This is an optimization exercise on Yosys and OpenROAD, whose aim is small area, a short achievable clock period and few clock cycles per item, not a production implementation. Function was checked by simulation only, so behaviour that the tests miss may differ from the original.

==> flow/design.v, too long to show whole: its modules and the start of the top module <==
// module sstv_tone_alu: 3254 lines
module sstv_tone_alu (
    input  wire        clk,
    input  wire        rst,
    input  wire        in_valid,
    output wire        in_ready,
    input  wire [1:0]  in_op,
    input  wire [31:0] in_a,
    input  wire [37:0] in_b,
    output wire        out_valid,
    input  wire        out_ready,
    output wire [31:0] out_res,
    output wire [37:0] out_n
);
  // ...
==> flow/run.sh <==
#!/bin/bash
# synth_recipe.tcl (not shown) runs the flow's synth.tcl, then flattens the netlist and writes it again
# the make line also repeats each setting of config.mk as NAME=value (left out here)
make -C /OpenROAD-flow-scripts/flow DESIGN_CONFIG=/design/flow/config.mk WORK_HOME=/design/flow/orfs CLKGATE_MAP_FILE= SYNTH_SCRIPT=/design/flow/synth_recipe.tcl finish
==> flow/config.mk <==
export PLATFORM = sky130hd
export DESIGN_NAME = sstv_tone_alu
export DESIGN_NICKNAME = sstv_tone_alu
export VERILOG_FILES = /design/flow/design.v
export SDC_FILE = /design/flow/constraint.sdc
export NUM_CORES = 4
export LEC_CHECK = 0
export CAP_MARGIN = 20
export CORE_MARGIN = 2
export CORE_UTILIZATION = 40
export PLACE_DENSITY = 0.6
export SLEW_MARGIN = 20
==> flow/constraint.sdc <==
create_clock -name core_clock -period 18.0 [get_ports {clk}]
set_input_delay 3.6000 -clock core_clock [delete_from_list [all_inputs] [get_ports {clk}]]
set_output_delay 3.6000 -clock core_clock [all_outputs]
set_load 0.01 [all_outputs]
==> results.json, run 1 <==
{
  "taps": 1380,
  "largestRegisters": "ns1: 40 flops, m2: 39 flops, nc1: 39 flops",
  "syn-cell-area_mm2": 0.0418,
  "synthXorXnorAreaFrac": 0.0262,
  "via_per_inst": 5.69,
  "path_cells": "inv_1, ha_1, inv_1, fa_1, a211oi_1, o21ai_1, nand4_1, a311o_1, o21a_1, a22oi_1, buf_4, mux2i_1, inv_1, ha_1, a21oi_1, nor2_1, nor3_1, o21ai_1, a21o_1, a41oi_1, and2_1, mux2_2, o21ai_1",
  "yosys.area_share.simple": 0.0829,
  "r2r-end": "b_q[18]",
  "initial_core_util": 0.403,
  "num_rows": 118,
  "area_share_nonclk_buffers": 0.0416,
  "max_freq_mhz": 146,
  "finClkSkew_ns": 0.0217,
  "status": "finished clean",
  "synth_area_leader_cell": "edfxtp_1",
  "required_ns": 18.53,
  "crit_path_end_kind": "flop",
  "syn_area_per_cell_um2": 10.9,
  "place_hpwl_um": 116000,
  "grt_use_met1": 0.363,
  "setup_ws_ns": 11.16,
  "critPathLaunchType": "flop",
  "synth.area.top_cells": "edfxtp_1 32%, fa_1 24%, ha_1 7.1%",
  "multi_input_area_share": 0.517,
  "synth_compound_area_frac": 0.125,
  "synth_cell_type_count": 77
}
Testbench counts, summed over its fixed seeds: cycles 5,768, items 4,312.
==> inputs of run 2 (changes only) <==
--- a/flow/design.v
+++ b/flow/design.v
@@ -22,16 +22,17 @@
     reg        rdy_q;       
     reg [7:0]  bd;          
     reg        v1;
     reg        pix1;
     reg        scale1;
     reg        blend1;
     reg [39:0] ns1;
     reg [39:0] nc1;
+    reg        cin1;
     reg [37:0] h1;
     reg        v2;
     reg        pix2;
     reg [37:0] n2;
     reg [38:0] m2;
     reg        v3;
     reg        pix3;
     reg        clamp3;
@@ -56,66 +57,17 @@
     assign in_ready  = rdy_q;
     assign out_valid = vo;
     assign out_res   = res_o;
     assign out_n     = n_o;
     wire in_pix = ~(in_op[0] ^ in_op[1]);
     wire pixs = pix0;
     wire [31:0] acc_a = ns1[39:8] & {32{acc_on}};
     wire [31:0] acc_b = nc1[39:8] & {32{acc_on}};
-    wire        acc_c = lo_c & acc_on;
-    wire lap0 = ns1[0] ^ nc1[0];
-    wire lag0 = ns1[0] & nc1[0];
-    wire lap1 = ns1[1] ^ nc1[1];
-    wire lag1 = ns1[1] & nc1[1];
-    wire lap2 = ns1[2] ^ nc1[2];
-    wire lag2 = ns1[2] & nc1[2];
-    wire lap3 = ns1[3] ^ nc1[3];
-    wire lag3 = ns1[3] & nc1[3];
-    wire lap4 = ns1[4] ^ nc1[4];
-    wire lag4 = ns1[4] & nc1[4];
-    wire lap5 = ns1[5] ^ nc1[5];
-    wire lag5 = ns1[5] & nc1[5];
-    wire lap6 = ns1[6] ^ nc1[6];
-    wire lag6 = ns1[6] & nc1[6];
-    wire lap7 = ns1[7] ^ nc1[7];
-    wire lag7 = ns1[7] & nc1[7];
-    wire laG1 = lag1 | (lap1 & lag0);
-    wire laP1 = lap1 & lap0;
-    wire laG2 = lag3 | (lap3 & lag2);
-    wire laP2 = lap3 & lap2;
-    wire laG3 = lag5 | (lap5 & lag4);
-    wire laP3 = lap5 & lap4;
-    wire laG4 = lag7 | (lap7 & lag6);
-    wire laP4 = lap7 & lap6;
-    wire laG5 = lag2 | (lap2 & laG1);
-    wire laP5 = lap2 & laP1;
-    wire laG6 = laG2 | (laP2 & laG1);
-    wire laP6 = laP2 & laP1;
-    wire laG7 = lag6 | (lap6 & laG3);
-    wire laP7 = lap6 & laP3;
-    wire laG8 = laG4 | (laP4 & laG3);
-    wire laP8 = laP4 & laP3;
-    wire laG9 = lag4 | (lap4 & laG6);
-    wire laP9 = lap4 & laP6;
-    wire laG10 = laG3 | (laP3 & laG6);
-    wire laP10 = laP3 & laP6;
-    wire laG11 = laG7 | (laP7 & laG6);
-    wire laP11 = laP7 & laP6;
-    wire laG12 = laG8 | (laP8 & laG6);
-    wire laP12 = laP8 & laP6;
-    wire las1 = lap1 ^ lag0;
-    wire las2 = lap2 ^ laG1;
-    wire las3 = lap3 ^ laG5;
-    wire las4 = lap4 ^ laG6;
-    wire las5 = lap5 ^ laG9;
-    wire las6 = lap6 ^ laG10;
-    wire las7 = lap7 ^ laG11;
-    wire [7:0] lo = {las7, las6, las5, las4, las3, las2, las1, lap0};
-    wire       lo_c = laG12;
+    wire        acc_c = cin1 & acc_on;
     wire tp1 = (a_q[0] & bd[0]);
     wire tp2 = acc_a[0];
     wire tp3 = acc_b[0];
     wire tp4 = acc_c;
     wire tp5 = ((sel_ry | sel_by) & ~a_q[16]) | (sel_y & a_q[8]) | (a_q[1] & bd[0]);
     wire tp6 = ((sel_ry | sel_by) & ~a_q[0]) | (a_q[0] & bd[1]);
     wire tp7 = acc_a[1];
     wire tp8 = acc_b[1];
@@ -1005,16 +957,65 @@
     wire at561 = at410 ^ at485 ^ at484;
     wire at562 = (at410 & at485) | (at484 & (at410 ^ at485));
     wire at563 = at412 ^ at487 ^ at486;
     wire at564 = (at412 & at487) | (at486 & (at412 ^ at487));
     wire at565 = tp331 ^ at488;
     wire at566 = tp331 & at488;
     wire [39:0] ta = {at566, at565, at563, at561, at559, at557, at555, at553, at551, at549, at547, at545, at543, at541, at539, at537, at535, at533, at531, at529, at527, at525, at523, at521, at519, at517, at515, at513, at511, at509, at507, at505, at503, at501, at499, at497, at495, at493, at491, at413};
     wire [39:0] tb = {1'b0, at564, at562, at560, at558, at556, at554, at552, at550, at548, at546, at544, at542, at540, at538, at536, at534, at532, at530, at528, at526, at524, at522, at520, at518, at516, at514, at512, at510, at508, at506, at504, at502, at500, at498, at496, at494, at492, at490, at489};
+    wire lap0 = ta[0] ^ tb[0];
+    wire lag0 = ta[0] & tb[0];
+    wire lap1 = ta[1] ^ tb[1];
+    wire lag1 = ta[1] & tb[1];
+    wire lap2 = ta[2] ^ tb[2];
+    wire lag2 = ta[2] & tb[2];
+    wire lap3 = ta[3] ^ tb[3];
+    wire lag3 = ta[3] & tb[3];
+    wire lap4 = ta[4] ^ tb[4];
+    wire lag4 = ta[4] & tb[4];
+    wire lap5 = ta[5] ^ tb[5];
+    wire lag5 = ta[5] & tb[5];
+    wire lap6 = ta[6] ^ tb[6];
+    wire lag6 = ta[6] & tb[6];
+    wire lap7 = ta[7] ^ tb[7];
+    wire lag7 = ta[7] & tb[7];
+    wire laG1 = lag1 | (lap1 & lag0);
+    wire laP1 = lap1 & lap0;
+    wire laG2 = lag3 | (lap3 & lag2);
+    wire laP2 = lap3 & lap2;
+    wire laG3 = lag5 | (lap5 & lag4);
+    wire laP3 = lap5 & lap4;
+    wire laG4 = lag7 | (lap7 & lag6);
+    wire laP4 = lap7 & lap6;
+    wire laG5 = lag2 | (lap2 & laG1);
+    wire laP5 = lap2 & laP1;
+    wire laG6 = laG2 | (laP2 & laG1);
+    wire laP6 = laP2 & laP1;
+    wire laG7 = lag6 | (lap6 & laG3);
+    wire laP7 = lap6 & laP3;
+    wire laG8 = laG4 | (laP4 & laG3);
+    wire laP8 = laP4 & laP3;
+    wire laG9 = lag4 | (lap4 & laG6);
+    wire laP9 = lap4 & laP6;
+    wire laG10 = laG3 | (laP3 & laG6);
+    wire laP10 = laP3 & laP6;
+    wire laG11 = laG7 | (laP7 & laG6);
+    wire laP11 = laP7 & laP6;
+    wire laG12 = laG8 | (laP8 & laG6);
+    wire laP12 = laP8 & laP6;
+    wire las1 = lap1 ^ lag0;
+    wire las2 = lap2 ^ laG1;
+    wire las3 = lap3 ^ laG5;
+    wire las4 = lap4 ^ laG6;
+    wire las5 = lap5 ^ laG9;
+    wire las6 = lap6 ^ laG10;
+    wire las7 = lap7 ^ laG11;
+    wire [7:0] lo = {las7, las6, las5, las4, las3, las2, las1, lap0};
+    wire       lo_c = laG12;
     wire [15:0] dw = b_q[15:0];
     wire [15:0] r0 = b_q[31:16];       
     wire [31:0] q0 = a_q;
     wire [16:0] t0 = {r0, q0[31]};
     wire [16:0] nw0 = {1'b1, ~dw};
     wire dv0p0 = t0[0] ^ nw0[0];
     wire dv0g0 = (t0[0] & nw0[0]) | (dv0p0 & 1'b1);
     wire dv0p1 = t0[1] ^ nw0[1];
@@ -1556,192 +1557,129 @@
     wire nas33 = nap33 ^ naG88;
     wire nas34 = nap34 ^ naG89;
     wire nas35 = nap35 ^ naG90;
     wire nas36 = nap36 ^ naG91;
     wire nas37 = nap37 ^ naG92;
     wire [37:0] n_full = {nas37, nas36, nas35, nas34, nas33, nas32, nas31, nas30, nas29, nas28, nas27, nas26, nas25, nas24, nas23, nas22, nas21, nas20, nas19, nas18, nas17, nas16, nas15, nas14, nas13, nas12, nas11, nas10, nas9, nas8, nas7, nas6, nas5, nas4, nas3, nas2, nas1, nap0};
     wire [38:0] bx = ns1[38:0] ^ nc1[38:0] ^ {1'b0, h1};
     wire [38:0] by = (ns1[38:0] & nc1[38:0]) | ({1'b0, h1} & (ns1[38:0] ^ nc1[38:0]));
-    wire sap0 = ns1[0] ^ nc1[0];
-    wire sag0 = ns1[0] & nc1[0];
-    wire sap1 = ns1[1] ^ nc1[1];
-    wire sag1 = ns1[1] & nc1[1];
-    wire sap2 = ns1[2] ^ nc1[2];
-    wire sag2 = ns1[2] & nc1[2];
-    wire sap3 = ns1[3] ^ nc1[3];
-    wire sag3 = ns1[3] & nc1[3];
-    wire sap4 = ns1[4] ^ nc1[4];
-    wire sag4 = ns1[4] & nc1[4];
-    wire sap5 = ns1[5] ^ nc1[5];
-    wire sag5 = ns1[5] & nc1[5];
-    wire sap6 = ns1[6] ^ nc1[6];
-    wire sag6 = ns1[6] & nc1[6];
-    wire sap7 = ns1[7] ^ nc1[7];
-    wire sag7 = ns1[7] & nc1[7];
-    wire sap8 = ns1[8] ^ nc1[8];
-    wire sag8 = ns1[8] & nc1[8];
-    wire sap9 = ns1[9] ^ nc1[9];
-    wire sag9 = ns1[9] & nc1[9];
-    wire sap10 = ns1[10] ^ nc1[10];
-    wire sag10 = ns1[10] & nc1[10];
-    wire sap11 = ns1[11] ^ nc1[11];
-    wire sag11 = ns1[11] & nc1[11];
-    wire sap12 = ns1[12] ^ nc1[12];
-    wire sag12 = ns1[12] & nc1[12];
-    wire sap13 = ns1[13] ^ nc1[13];
-    wire sag13 = ns1[13] & nc1[13];
-    wire sap14 = ns1[14] ^ nc1[14];
-    wire sag14 = ns1[14] & nc1[14];
-    wire sap15 = ns1[15] ^ nc1[15];
-    wire sag15 = ns1[15] & nc1[15];
-    wire sap16 = ns1[16] ^ nc1[16];
-    wire sag16 = ns1[16] & nc1[16];
-    wire sap17 = ns1[17] ^ nc1[17];
-    wire sag17 = ns1[17] & nc1[17];
-    wire sap18 = ns1[18] ^ nc1[18];
-    wire sag18 = ns1[18] & nc1[18];
-    wire sap19 = ns1[19] ^ nc1[19];
-    wire sag19 = ns1[19] & nc1[19];
-    wire sap20 = ns1[20] ^ nc1[20];
-    wire sag20 = ns1[20] & nc1[20];
-    wire sap21 = ns1[21] ^ nc1[21];
-    wire sag21 = ns1[21] & nc1[21];
-    wire sap22 = ns1[22] ^ nc1[22];
-    wire sag22 = ns1[22] & nc1[22];
-    wire sap23 = ns1[23] ^ nc1[23];
-    wire sag23 = ns1[23] & nc1[23];
+    wire sap0 = ns1[8] ^ nc1[8];
+    wire sag0 = (ns1[8] & nc1[8]) | (sap0 & cin1);
+    wire sap1 = ns1[9] ^ nc1[9];
+    wire sag1 = ns1[9] & nc1[9];
+    wire sap2 = ns1[10] ^ nc1[10];
+    wire sag2 = ns1[10] & nc1[10];
+    wire sap3 = ns1[11] ^ nc1[11];
+    wire sag3 = ns1[11] & nc1[11];
+    wire sap4 = ns1[12] ^ nc1[12];
+    wire sag4 = ns1[12] & nc1[12];
+    wire sap5 = ns1[13] ^ nc1[13];
+    wire sag5 = ns1[13] & nc1[13];
+    wire sap6 = ns1[14] ^ nc1[14];
+    wire sag6 = ns1[14] & nc1[14];
+    wire sap7 = ns1[15] ^ nc1[15];
+    wire sag7 = ns1[15] & nc1[15];
+    wire sap8 = ns1[16] ^ nc1[16];
+    wire sag8 = ns1[16] & nc1[16];
+    wire sap9 = ns1[17] ^ nc1[17];
+    wire sag9 = ns1[17] & nc1[17];
+    wire sap10 = ns1[18] ^ nc1[18];
+    wire sag10 = ns1[18] & nc1[18];
+    wire sap11 = ns1[19] ^ nc1[19];
+    wire sag11 = ns1[19] & nc1[19];
+    wire sap12 = ns1[20] ^ nc1[20];
+    wire sag12 = ns1[20] & nc1[20];
+    wire sap13 = ns1[21] ^ nc1[21];
+    wire sag13 = ns1[21] & nc1[21];
+    wire sap14 = ns1[22] ^ nc1[22];
+    wire sag14 = ns1[22] & nc1[22];
+    wire sap15 = ns1[23] ^ nc1[23];
+    wire sag15 = ns1[23] & nc1[23];
     wire saG1 = sag1 | (sap1 & sag0);
     wire saP1 = sap1 & sap0;
     wire saG2 = sag3 | (sap3 & sag2);
     wire saP2 = sap3 & sap2;
     wire saG3 = sag5 | (sap5 & sag4);
     wire saP3 = sap5 & sap4;
     wire saG4 = sag7 | (sap7 & sag6);
     wire saP4 = sap7 & sap6;
     wire saG5 = sag9 | (sap9 & sag8);
     wire saP5 = sap9 & sap8;
     wire saG6 = sag11 | (sap11 & sag10);
     wire saP6 = sap11 & sap10;
     wire saG7 = sag13 | (sap13 & sag12);
     wire saP7 = sap13 & sap12;
     wire saG8 = sag15 | (sap15 & sag14);
     wire saP8 = sap15 & sap14;
-    wire saG9 = sag17 | (sap17 & sag16);
-    wire saP9 = sap17 & sap16;
-    wire saG10 = sag19 | (sap19 & sag18);
-    wire saP10 = sap19 & sap18;
-    wire saG11 = sag21 | (sap21 & sag20);
-    wire saP11 = sap21 & sap20;
-    wire saG12 = sag23 | (sap23 & sag22);
-    wire saP12 = sap23 & sap22;
-    wire saG13 = sag2 | (sap2 & saG1);
-    wire saP13 = sap2 & saP1;
-    wire saG14 = saG2 | (saP2 & saG1);
-    wire saP14 = saP2 & saP1;
-    wire saG15 = sag6 | (sap6 & saG3);
-    wire saP15 = sap6 & saP3;
-    wire saG16 = saG4 | (saP4 & saG3);
-    wire saP16 = saP4 & saP3;
-    wire saG17 = sag10 | (sap10 & saG5);
-    wire saP17 = sap10 & saP5;
-    wire saG18 = saG6 | (saP6 & saG5);
-    wire saP18 = saP6 & saP5;
-    wire saG19 = sag14 | (sap14 & saG7);
-    wire saP19 = sap14 & saP7;
-    wire saG20 = saG8 | (saP8 & saG7);
-    wire saP20 = saP8 & saP7;
-    wire saG21 = sag18 | (sap18 & saG9);
-    wire saP21 = sap18 & saP9;
-    wire saG22 = saG10 | (saP10 & saG9);
-    wire saP22 = saP10 & saP9;
-    wire saG23 = sag22 | (sap22 & saG11);
-    wire saP23 = sap22 & saP11;
-    wire saG24 = saG12 | (saP12 & saG11);
-    wire saP24 = saP12 & saP11;
-    wire saG25 = sag4 | (sap4 & saG14);
-    wire saP25 = sap4 & saP14;
-    wire saG26 = saG3 | (saP3 & saG14);
-    wire saP26 = saP3 & saP14;
-    wire saG27 = saG15 | (saP15 & saG14);
-    wire saP27 = saP15 & saP14;
-    wire saG28 = saG16 | (saP16 & saG14);
-    wire saP28 = saP16 & saP14;
-    wire saG29 = sag12 | (sap12 & saG18);
-    wire saP29 = sap12 & saP18;
-    wire saG30 = saG7 | (saP7 & saG18);
-    wire saP30 = saP7 & saP18;
-    wire saG31 = saG19 | (saP19 & saG18);
-    wire saP31 = saP19 & saP18;
-    wire saG32 = saG20 | (saP20 & saG18);
-    wire saP32 = saP20 & saP18;
-    wire saG33 = sag20 | (sap20 & saG22);
-    wire saP33 = sap20 & saP22;
-    wire saG34 = saG11 | (saP11 & saG22);
-    wire saP34 = saP11 & saP22;
-    wire saG35 = saG23 | (saP23 & saG22);
-    wire saP35 = saP23 & saP22;
-    wire saG36 = saG24 | (saP24 & saG22);
-    wire saP36 = saP24 & saP22;
-    wire saG37 = sag8 | (sap8 & saG28);
-    wire saP37 = sap8 & saP28;
-    wire saG38 = saG5 | (saP5 & saG28);
-    wire saP38 = saP5 & saP28;
-    wire saG39 = saG17 | (saP17 & saG28);
-    wire saP39 = saP17 & saP28;
-    wire saG40 = saG18 | (saP18 & saG28);
-    wire saP40 = saP18 & saP28;
-    wire saG41 = saG29 | (saP29 & saG28);
-    wire saP41 = saP29 & saP28;
-    wire saG42 = saG30 | (saP30 & saG28);
-    wire saP42 = saP30 & saP28;
-    wire saG43 = saG31 | (saP31 & saG28);
-    wire saP43 = saP31 & saP28;
-    wire saG44 = saG32 | (saP32 & saG28);
-    wire saP44 = saP32 & saP28;
-    wire saG45 = sag16 | (sap16 & saG44);
-    wire saP45 = sap16 & saP44;
-    wire saG46 = saG9 | (saP9 & saG44);
-    wire saP46 = saP9 & saP44;
-    wire saG47 = saG21 | (saP21 & saG44);
-    wire saP47 = saP21 & saP44;
-    wire saG48 = saG22 | (saP22 & saG44);
-    wire saP48 = saP22 & saP44;
-    wire saG49 = saG33 | (saP33 & saG44);
-    wire saP49 = saP33 & saP44;
-    wire saG50 = saG34 | (saP34 & saG44);
-    wire saP50 = saP34 & saP44;
-    wire saG51 = saG35 | (saP35 & saG44);
-    wire saP51 = saP35 & saP44;
-    wire saG52 = saG36 | (saP36 & saG44);
-    wire saP52 = saP36 & saP44;
+    wire saG9 = sag2 | (sap2 & saG1);
+    wire saP9 = sap2 & saP1;
+    wire saG10 = saG2 | (saP2 & saG1);
+    wire saP10 = saP2 & saP1;
+    wire saG11 = sag6 | (sap6 & saG3);
+    wire saP11 = sap6 & saP3;
+    wire saG12 = saG4 | (saP4 & saG3);
+    wire saP12 = saP4 & saP3;
+    wire saG13 = sag10 | (sap10 & saG5);
+    wire saP13 = sap10 & saP5;
+    wire saG14 = saG6 | (saP6 & saG5);
+    wire saP14 = saP6 & saP5;
+    wire saG15 = sag14 | (sap14 & saG7);
+    wire saP15 = sap14 & saP7;
+    wire saG16 = saG8 | (saP8 & saG7);
+    wire saP16 = saP8 & saP7;
+    wire saG17 = sag4 | (sap4 & saG10);
+    wire saP17 = sap4 & saP10;
+    wire saG18 = saG3 | (saP3 & saG10);
+    wire saP18 = saP3 & saP10;
+    wire saG19 = saG11 | (saP11 & saG10);
+    wire saP19 = saP11 & saP10;
+    wire saG20 = saG12 | (saP12 & saG10);
+    wire saP20 = saP12 & saP10;
+    wire saG21 = sag12 | (sap12 & saG14);
+    wire saP21 = sap12 & saP14;
+    wire saG22 = saG7 | (saP7 & saG14);
+    wire saP22 = saP7 & saP14;
+    wire saG23 = saG15 | (saP15 & saG14);
+    wire saP23 = saP15 & saP14;
+    wire saG24 = saG16 | (saP16 & saG14);
+    wire saP24 = saP16 & saP14;
+    wire saG25 = sag8 | (sap8 & saG20);
+    wire saP25 = sap8 & saP20;
+    wire saG26 = saG5 | (saP5 & saG20);
+    wire saP26 = saP5 & saP20;
+    wire saG27 = saG13 | (saP13 & saG20);
+    wire saP27 = saP13 & saP20;
+    wire saG28 = saG14 | (saP14 & saG20);
+    wire saP28 = saP14 & saP20;
+    wire saG29 = saG21 | (saP21 & saG20);
+    wire saP29 = saP21 & saP20;
+    wire saG30 = saG22 | (saP22 & saG20);
+    wire saP30 = saP22 & saP20;
+    wire saG31 = saG23 | (saP23 & saG20);
+    wire saP31 = saP23 & saP20;
+    wire saG32 = saG24 | (saP24 & saG20);
+    wire saP32 = saP24 & saP20;
+    wire sas0 = sap0 ^ cin1;
     wire sas1 = sap1 ^ sag0;
     wire sas2 = sap2 ^ saG1;
-    wire sas3 = sap3 ^ saG13;
-    wire sas4 = sap4 ^ saG14;
-    wire sas5 = sap5 ^ saG25;
-    wire sas6 = sap6 ^ saG26;
-    wire sas7 = sap7 ^ saG27;
-    wire sas8 = sap8 ^ saG28;
-    wire sas9 = sap9 ^ saG37;
-    wire sas10 = sap10 ^ saG38;
-    wire sas11 = sap11 ^ saG39;
-    wire sas12 = sap12 ^ saG40;
-    wire sas13 = sap13 ^ saG41;
-    wire sas14 = sap14 ^ saG42;
-    wire sas15 = sap15 ^ saG43;
-    wire sas16 = sap16 ^ saG44;
-    wire sas17 = sap17 ^ saG45;
-    wire sas18 = sap18 ^ saG46;
-    wire sas19 = sap19 ^ saG47;
-    wire sas20 = sap20 ^ saG48;
-    wire sas21 = sap21 ^ saG49;
-    wire sas22 = sap22 ^ saG50;
-    wire sas23 = sap23 ^ saG51;
-    wire [23:0] ssum = {sas23, sas22, sas21, sas20, sas19, sas18, sas17, sas16, sas15, sas14, sas13, sas12, sas11, sas10, sas9, sas8, sas7, sas6, sas5, sas4, sas3, sas2, sas1, sap0};
+    wire sas3 = sap3 ^ saG9;
+    wire sas4 = sap4 ^ saG10;
+    wire sas5 = sap5 ^ saG17;
+    wire sas6 = sap6 ^ saG18;
+    wire sas7 = sap7 ^ saG19;
+    wire sas8 = sap8 ^ saG20;
+    wire sas9 = sap9 ^ saG25;
+    wire sas10 = sap10 ^ saG26;
+    wire sas11 = sap11 ^ saG27;
+    wire sas12 = sap12 ^ saG28;
+    wire sas13 = sap13 ^ saG29;
+    wire sas14 = sap14 ^ saG30;
+    wire sas15 = sap15 ^ saG31;
+    wire [15:0] ssum = {sas15, sas14, sas13, sas12, sas11, sas10, sas9, sas8, sas7, sas6, sas5, sas4, sas3, sas2, sas1, sas0};
     wire map0 = bx[0] ^ 1'b0;
     wire mag0 = bx[0] & 1'b0;
     wire map1 = bx[1] ^ by[0];
     wire mag1 = bx[1] & by[0];
     wire map2 = bx[2] ^ by[1];
     wire mag2 = bx[2] & by[1];
     wire map3 = bx[3] ^ by[2];
     wire mag3 = bx[3] & by[2];
@@ -2042,17 +1980,17 @@
     wire mas33 = map33 ^ maG90;
     wire mas34 = map34 ^ maG91;
     wire mas35 = map35 ^ maG92;
     wire mas36 = map36 ^ maG93;
     wire mas37 = map37 ^ maG94;
     wire mas38 = map38 ^ maG95;
     wire [38:0] msum = {mas38, mas37, mas36, mas35, mas34, mas33, mas32, mas31, mas30, mas29, mas28, mas27, mas26, mas25, mas24, mas23, mas22, mas21, mas20, mas19, mas18, mas17, mas16, mas15, mas14, mas13, mas12, mas11, mas10, mas9, mas8, mas7, mas6, mas5, mas4, mas3, mas2, mas1, map0};
     wire [38:0] m_b  = blend1 ? msum : {n_full, 1'b0};
-    wire [37:0] n_b  = pix1 ? n_full : scale1 ? {6'd0, ssum, h1[7:0]} : h1;
+    wire [37:0] n_b  = pix1 ? n_full : scale1 ? {6'd0, ssum, h1[15:0]} : h1;
     wire clamp = m2 >= 39'd510000000000;
     wire ct1 = ~m2[31] ^ ~m2[29];
     wire ct2 = ~m2[31] & ~m2[29];
     wire ct3 = ~m2[32] ^ ~m2[30] ^ m2[28];
     wire ct4 = (~m2[32] & ~m2[30]) | (m2[28] & (~m2[32] ^ ~m2[30]));
     wire ct5 = ~m2[33] ^ ~m2[31] ^ m2[29];
     wire ct6 = (~m2[33] & ~m2[31]) | (m2[29] & (~m2[33] ^ ~m2[31]));
     wire ct7 = ~m2[34] ^ ~m2[32] ^ m2[30];
@@ -3227,17 +3165,18 @@
                     b_q[31:16] <= r2;
                 end
             end
             pix1   <= pix0;
             scale1 <= scale0;
             blend1 <= a_q[26];
             ns1    <= ta;
             nc1    <= tb;
-            h1     <= pix0 ? b_q : scale0 ? {30'd0, lo} : {6'd0, q2};
+            cin1   <= lo_c;
+            h1     <= pix0 ? b_q : scale0 ? {22'd0, lo, b_q[31:24]} : {6'd0, q2};
             pix2 <= pix1;
             n2   <= n_b;
             m2   <= m_b;
             pix3   <= pix2;
             clamp3 <= clamp;
             n3     <= n2;
             q3     <= q0p;
             ml3    <= m2[14:0];
==> results.json, run 2 <==
{
  "status": "finished clean",
  "synthFlopType": "edfxtp_1",
  "clk_pin_slew_ns": 0.06,
  "cts_tree": "built",
  "n_fill_cell": 10000,
  "grt_setup_unrepaired": "no",
  "rrSetupSlack_ns": 11.08,
  "synth_cell_type_count": 79,
  "grt_pass1_vias": 31000,
  "post_cts_resized": 0,
  "die_w_um": 329,
  "gp_congestion": 1.02,
  "grt_max_degree": 83,
  "firstDrtPassIters": 8,
  "reg2reg_depth": 24,
  "die_area_mm2": 0.109,
  "synthToLayoutAreaGrowth_pct": 12.4,
  "grt_overflow": 0,
  "grt_pass1_wl_um": 214000,
  "slew_headroom": 0.226,
  "setup_ws_ns": 11.08,
  "clkLatencyLatePin_ns": 0.70,
  "worst_slew_pin_slew_ns": 1.15,
  "setup_viol": 0,
  "fp.dieH_um": 329,
  "reg2reg_from": "a_q[31]",
  "antenna_found_initial": 6,
  "pre_cts_slack_ns": 11.17,
  "ys_top_cells_by_count": "613 x inv_1, 516 x fa_1, 440 x edfxtp_1, 244 x ha_1, 230 x nand2_1",
  "post_cts_buffers": 0,
  "num_vias": 30300,
  "fin_crit_sh": 0.384,
  "num_rows": 119,
  "seq_area_mm2": 0.0148,
  "holdCritPathClass": "flop to flop",
  "startpoint": "a_q[31]",
  "yosysSeqAreaShare": 0.348,
  "r2r-end": "b_q[26]",
  "cts_hold_buf": 0,
  "fin_hold_ws_ns": 0.404,
  "core_mm2": 0.105,
  "finalSetupTns_ns": 0,
  "place_hpwl_um": 113000,
  "ys_seq_elements": 517,
  "via_per_inst": 5.68,
  "htree_levels": 2,
  "synth_nets": 4634,
  "required_ns": 18.43,
  "cts_sinks": 517,
  "worst-path-max-fanout": 24,
  "largest_reg_flops": 40,
  "max_freq_mhz": 145,
  "synthCells": 3798,
  "multi_input_area_mm2": 0.0246,
  "largestRegisters": "ns1: 40 flops, m2: 39 flops, nc1: 39 flops",
  "slew_violations": 0,
  "maxCapViolations": 0,
  "route.detailed.drc": 0,
  "cts-buffers-inserted": 59,
  "dpl_cell_area_mm2": 0.0454,
  "synth_top_area_frac": 0.312,
  "crit_path_end_kind": "flop",
  "top_register": "ns1",
  "final_layout_size_suffix_gt1_frac": 0.0788,
  "crit_end": "b_q[26]",
  "syn-cell-area_mm2": 0.0424,
  "io_pins": 148,
  "final_common_cell": "inv_1",
  "routedWlPerCell_um": 27.6,
  "period_needed_ns": 6.92,
  "antennaDiodeCount": 0,
  "ys_warn_count": 1,
  "final_nets": 4733,
  "async_flop_share": 0,
  "synth.area.top_cells": "edfxtp_1 31%, fa_1 24%, ha_1 7.2%",
  "grt_usage": 0.273,
  "initial_core_util": 0.403,
  "yosysMostFrequentCell": "inv_1",
  "fin_area_mm2": 0.0476,
  "synth_area_leader_cell": "edfxtp_1",
  "drt_wl_total_um": 147000,
  "setup.worst_path.class": "flop to flop",
  "syn_area_per_cell_um2": 11.2,
  "synth_edf_count": 440,
  "mostFrequentLayoutCells": "611 x inv_1, 516 x fa_1, 440 x edfxtp_1, 244 x ha_1, 230 x nand2_1",
  "critPathLaunchType": "flop",
  "worstHoldPathCells": 0,
  "ant_nets": 0,
  "io_buffers": 147,
  "drt_iter0_drc": 3013,
  "ctsRootBufferMaster": "clkbuf_16",
  "arrival_ns": 7.35,
  "cts_buffer_depth": 3,
  "hold_viol": 0,
  "finClkSkew_ns": 0.0439
}
-- run 2: cell count changes after synthesis, sizes merged, moves of 14 or more --
cell,before,now
buf,39,25
inv,597,613
a21o,41,64
nor3,23,40
nand2,323,230
clkbuf,143,160
mux2,78,101
a21oi,191,156
xnor2,84,108
-- run 2: layer usage --
layer,global-route usage,part of all wire,vias to the layer above
met5,0,0.00054,-
met4,0.135,0.058,10
met3,0.0558,0.080,427
met2,0.424,0.45,1453
met1,0.363,0.41,15200
li1,-,-,13200
-- run 2: area by class of cell --
| class | instances | share of cell area |
|---|---|---|
| tap | 1391 | 0.0366 |
| clock buffer | 72 | 0.0336 |
| inverter | 616 | 0.0487 |
| multi-input combinational | 2480 | 0.516 |
| timing repair buffer | 223 | 0.0429 |
| clock inverter | 39 | 0.0120 |
| sequential | 517 | 0.310 |
-- run 2: cells by family (layout without fill, tap and decap cells) --
| logic type | count (synthesis) | in the layout | share of synthesized area |
|---|---|---|---|
| AND/OR/NAND/NOR | 679 | 679 | 0.0754 |
| multiplexers | 138 | 138 | 0.0356 |
| buffers and inverters | 801 | 950 | 0.0721 |
| flip-flops | 517 | 517 | 0.348 |
| AO/OA/AOI/OAI | 767 | 767 | 0.124 |
| XOR/XNOR | 136 | 136 | 0.0286 |
| adder cells (fa/ha/maj) | 760 | 760 | 0.316 |
-- run 2: per-stage QoR --
| step | std cells | utilization |
|---|---|---|
| finish | 5338 | 0.453 |
| global route | 5338 | 0.453 |
| CTS | 5337 | 0.453 |
| detailed placement | 5226 | 0.432 |
| global placement | 5226 | 0.432 |
| floorplan | 3798 | - |
-- run 2: how the worst min path moves through the flow --
stage | startpoint | end | slack (ns)
after floorplan | m2[0] | ml3[0] | 0.40
after global placement | n2[7] | n3[7] | 0.40
after detailed placement | n2[21] | n3[21] | 0.40
after CTS | n2[37] | n3[37] | 0.40
after global routing | n2[37] | n3[37] | 0.41
final | n2[37] | n3[37] | 0.40
-- run 2: critical path, stage by stage (launching register included) --
cell and delay, ns:
edfxtp_1 0.67, inv_1 0.15, ha_1 0.15, inv_1 0.05, fa_1 0.41, a21o_1 0.18, a21o_1 0.22, a2111o_1 0.48
a211oi_2 0.37, a21oi_1 0.14, a31o_2 0.46, nor2_1 0.16, a21oi_1 0.09, fa_1 0.45, a21o_1 0.18, a21o_1 0.21
a311o_1 0.42, o311ai_1 0.36, a21oi_1 0.18, o31ai_1 0.41, o31ai_4 0.11, buf_4 0.25, mux2_2 0.30, o21ai_0 0.15
o21ai_0 0.09
Testbench counts of run 2, summed over its fixed seeds: cycles 5,768, items 4,312.

## re-timing with driven ports
How much do the figures lean on ideal ports? The routed layouts below were timed once more, with nothing changed but the port constraints.
Step 1 assumes that a clkbuf_16 drives the clock port and a buf_2 every other input.
Step 2 moves the port delays by t, midway between the first and last clock arrival at a register: inputs arrive t later, outputs are due t later. That takes back most of the time a late clock gives input paths.
a / b / c = no drivers / after step 1 / after step 2; a / b = the first two.
| run | t, ns | slack for setup (ns) | worst setup path after step 2 | worst register clock-pin slew, ns |
|---|---|---|---|---|
| run 1 | 0.737 | 11.158 / 11.158 / 11.158 | register to register | 0.07 / 0.07 |
| run 2 | 0.750 | 11.080 / 11.080 / 11.080 | register to register | 0.08 / 0.08 |
After both steps every run listed still meets setup and hold.
